This is an optimization exercise on Yosys and OpenROAD, whose aim is small area, a short achievable clock period and few clock cycles, not a production implementation.
Only simulation tests tie the RTL to the original design; equivalence was not proved.
Power figures rest on the tool's default switching activity, not on a simulated workload.

==> inputs of v22 <==
==> flow/design.v (excerpt) <==
module zcan_core (
    input  wire        clk,
    input  wire        rst,         
    input  wire        cmd_valid,
    output wire        cmd_ready,
    input  wire [31:0] cmd_word,
    input  wire [3:0]  rd_idx,
    output reg  [31:0] rd_data,
    output wire        tx_valid,
    output reg  [7:0]  tx_data,
    input  wire        tx_ready
);
==> flow/config.mk <==
export PLATFORM = sky130hd
export DESIGN_NAME = zcan_core
export DESIGN_NICKNAME = zcan_core
export VERILOG_FILES = /design/flow/design.v
export SDC_FILE = /design/flow/constraint.sdc
export NUM_CORES = 4
export LEC_CHECK = 0
export CAP_MARGIN = 20
export CORE_MARGIN = 2
export CORE_UTILIZATION = 55
export CTS_BUF_LIST = sky130_fd_sc_hd__clkbuf_16
export CTS_CLUSTER_DIAMETER = 70
export CTS_CLUSTER_SIZE = 25
export PLACE_DENSITY = 0.65
export SETUP_SLACK_MARGIN = 4.6
export SLEW_MARGIN = 20
==> flow/constraint.sdc <==
create_clock -name core_clock -period 10.0 [get_ports {clk}]
set_input_delay 2.0000 -clock core_clock [delete_from_list [all_inputs] [get_ports {clk}]]
set_output_delay 2.0000 -clock core_clock [all_outputs]
set_load 0.01 [all_outputs]
run.sh (not shown) runs the stock make flow with config.mk's settings and CLKGATE_MAP_FILE= SYNTH_SCRIPT=/design/flow/synth_recipe.tcl, a recipe that flattens the netlist after the stock synthesis.
==> v24: changes against v22 <==
--- a/flow/design.v
+++ b/flow/design.v
@@ -44,18 +44,17 @@
     reg [31:0] res_lo, res_hi;
     reg        st_valid, st_cerr;
     reg [3:0]  st_cause;
     reg        tx_in_frame;
     reg          q_raw  [0:QD-1];
     reg [7:0]    q_data [0:QD-1];
     reg [QW-1:0] q_rd, q_wr;
-    reg [QD:1]   q_th;           
+    reg [QW:0]   q_cnt;
     reg          q_phase;        
-    wire         q_f1 = !q_th[QD];        
-    wire         q_f2 = !q_th[QD-1];      
+    reg          q_f1, q_f2;     
     wire   maybe_tx  = cmd_word[29] & cmd_word[28] & cmd_word[27];
     wire   tx_crc2   = cmd_word[25] & ~cmd_word[24] & cmd_word[1];
     assign cmd_ready = ~maybe_tx | q_f2 | (q_f1 & ~tx_crc2);
     wire [7:0]  opc   = cmd_word[31:24];
     wire [3:0]  reg_i = cmd_word[19:16];
     wire [15:0] imm16 = cmd_word[15:0];
     wire [7:0]  b8    = cmd_word[7:0];
@@ -216,20 +215,18 @@
             tx_data = h_data;
             h_last  = h_data[4] || q_phase;
         end else begin
             tx_data = (h_esc && !q_phase) ? 8'h10 : (h_data ^ {2'b00, h_esc, 5'd0});
             h_last  = !h_esc || q_phase;
         end
     end
-    assign tx_valid = q_th[1];
+    assign tx_valid = (q_cnt != 0);
     wire   tx_go  = tx_valid & tx_ready;
     wire   pop    = tx_go & h_last;
-    function q_ge(input integer k);    
-        q_ge = (k <= 0) || (k <= QD && q_th[(k < 1 || k > QD) ? 1 : k]);
-    endfunction
+    wire [QW:0] q_cnt_next = q_cnt + {{QW{1'b0}}, push1} + {{QW{1'b0}}, push2} - {{QW{1'b0}}, pop};
     function [QW-1:0] q_inc(input [QW-1:0] p);
         q_inc = (p == QD - 1) ? {QW{1'b0}} : p + 1'b1;
     endfunction
     wire [QW-1:0] q_wr1 = q_inc(q_wr);
     integer s;
     always @(posedge clk) begin
         for (s = 0; s < QD; s = s + 1) begin
@@ -243,21 +240,23 @@
             end
         end
     end
     always @(posedge clk) begin
         if (rst) begin
             q_rd    <= {QW{1'b0}};
             q_wr    <= {QW{1'b0}};
-            q_th    <= {QD{1'b0}};
+            q_cnt   <= {(QW+1){1'b0}};
             q_phase <= 1'b0;
+            q_f1    <= 1'b1;
+            q_f2    <= 1'b1;
         end else begin
             q_wr  <= push2 ? q_inc(q_wr1) : push1 ? q_wr1 : q_wr;
-            for (s = 1; s <= QD; s = s + 1)
-                q_th[s] <= pop ? (push2 ? q_ge(s - 1) : push1 ? q_ge(s) : q_ge(s + 1))
-                               : (push2 ? q_ge(s - 2) : push1 ? q_ge(s - 1) : q_ge(s));
+            q_cnt <= q_cnt_next;
+            q_f1  <= (q_cnt_next <= QD - 1);
+            q_f2  <= (q_cnt_next <= QD - 2);
             if (tx_go) begin
                 q_phase <= !h_last;
                 if (h_last)
                     q_rd <= q_inc(q_rd);
             end
         end
     end
==> comparison <==
Of v22 and v24, v24 has the higher cell count (gap 2.1%, measured against v24). Against v24, the cell area of v22 is higher by 1.0%. Between v24 and v22, the lower maximum frequency is in v22 (gap 0.47%, measured against v22). Of v22 and v24, v24 has the higher worst setup slack (gap 0.026 ns). In v22 the global-route usage is lower than in v24, by 0.41 points. In die area, v24 and v22 hardly differ. Count of clock-buffer cells in the layout: v24 is lower than v22 (2). Sequential share of layout area: v24 is higher than v22 (0.36 points). In v24 the clock power is smaller than in v22, by about 6%. Register-to-register slack: v24 is worse than v22 (0.05 ns).
==> figures <==
                                                                                    v24                     v22
Number of clock buffers inserted by TritonCTS                                        22                      24
Clock period minus final worst setup slack                                      5.43 ns                 5.46 ns
Result of the run                                      no timing/DRC/antenna violations  no timing/DRC/antenna violations
Achievable clock frequency                                                      184 MHz                 183 MHz
Proportion of synthesized area in mux cells                                       1.86%                   4.15%
Vias per std cell                                                                  6.67                    6.82
Last weighted congestion value of the routability-driven placer                   0.959                   0.966
Power per unit of standard cell area                                        114 mW/mm^2             107 mW/mm^2
Post_cts resized                                                                    199                     187
Critical path buffer and inverter count                                               3                       6
Met3 wire length                                                                11.6 mm                 11.2 mm
Util after Layout                                                                 62.3%                   63.0%
Net count of the finished layout                                                   2936                    2863
Launching point of the worst reg2reg path                          opa[13]$_SDFFE_PP0P_    opa[11]$_SDFFE_PP0P_
Capture point of the worst path                                             rd_data[18]             rd_data[25]
Y dimension of the die                                                           202 um                  202 um
Register-to-Register Path Depth                                                      23                      24
Final cycle utilization of the critical path                                      54.3%                   54.6%
Number of sequential storage elements                                               308                     307
Fraction of area in clock buffers and inverters                                   3.30%                   3.58%
Iteration-0 DRC Markers                                                            3263                    3526
FF-to-FF End                                                     res_lo[6]$_SDFFE_PP0P_  res_lo[5]$_SDFFE_PP0P_
Testbench counts of v22, summed over its fixed seeds: cycles 6,305.
Testbench counts of v24, summed over its fixed seeds: cycles 6,305.

==> separate check: timing with driven ports <==
No port has a modelled driver above. Below, the same layouts with a new extraction and two added sets of constraints.
Step 1, drivers: a clkbuf_16 drives clk and a buf_2 each remaining input, both assumed.
Step 2, shift: input delay + t, output delay - t, t = (earliest + latest rising clock arrival at the registers) / 2. This alone moves slack from input paths to output paths.
Slacks: ideal ports / drivers / drivers and shift; pairs: ideal ports / drivers.
| run | t, ns | setup slack, ns | clock arrival spread, ns | cell pins on the clock port's net |
|---|---|---|---|---|
| v22 | 0.628 | 4.544 / 4.472 / 4.153 | 0.031 / 0.032 | 1 |
| v24 | 0.619 | 4.570 / 4.536 / 4.133 | 0.043 / 0.043 | 1 |
After both steps every run listed still meets setup and hold. The setup slack of v24, which loses most, moves by -0.034 ns with the drivers and by -0.437 ns with both steps.
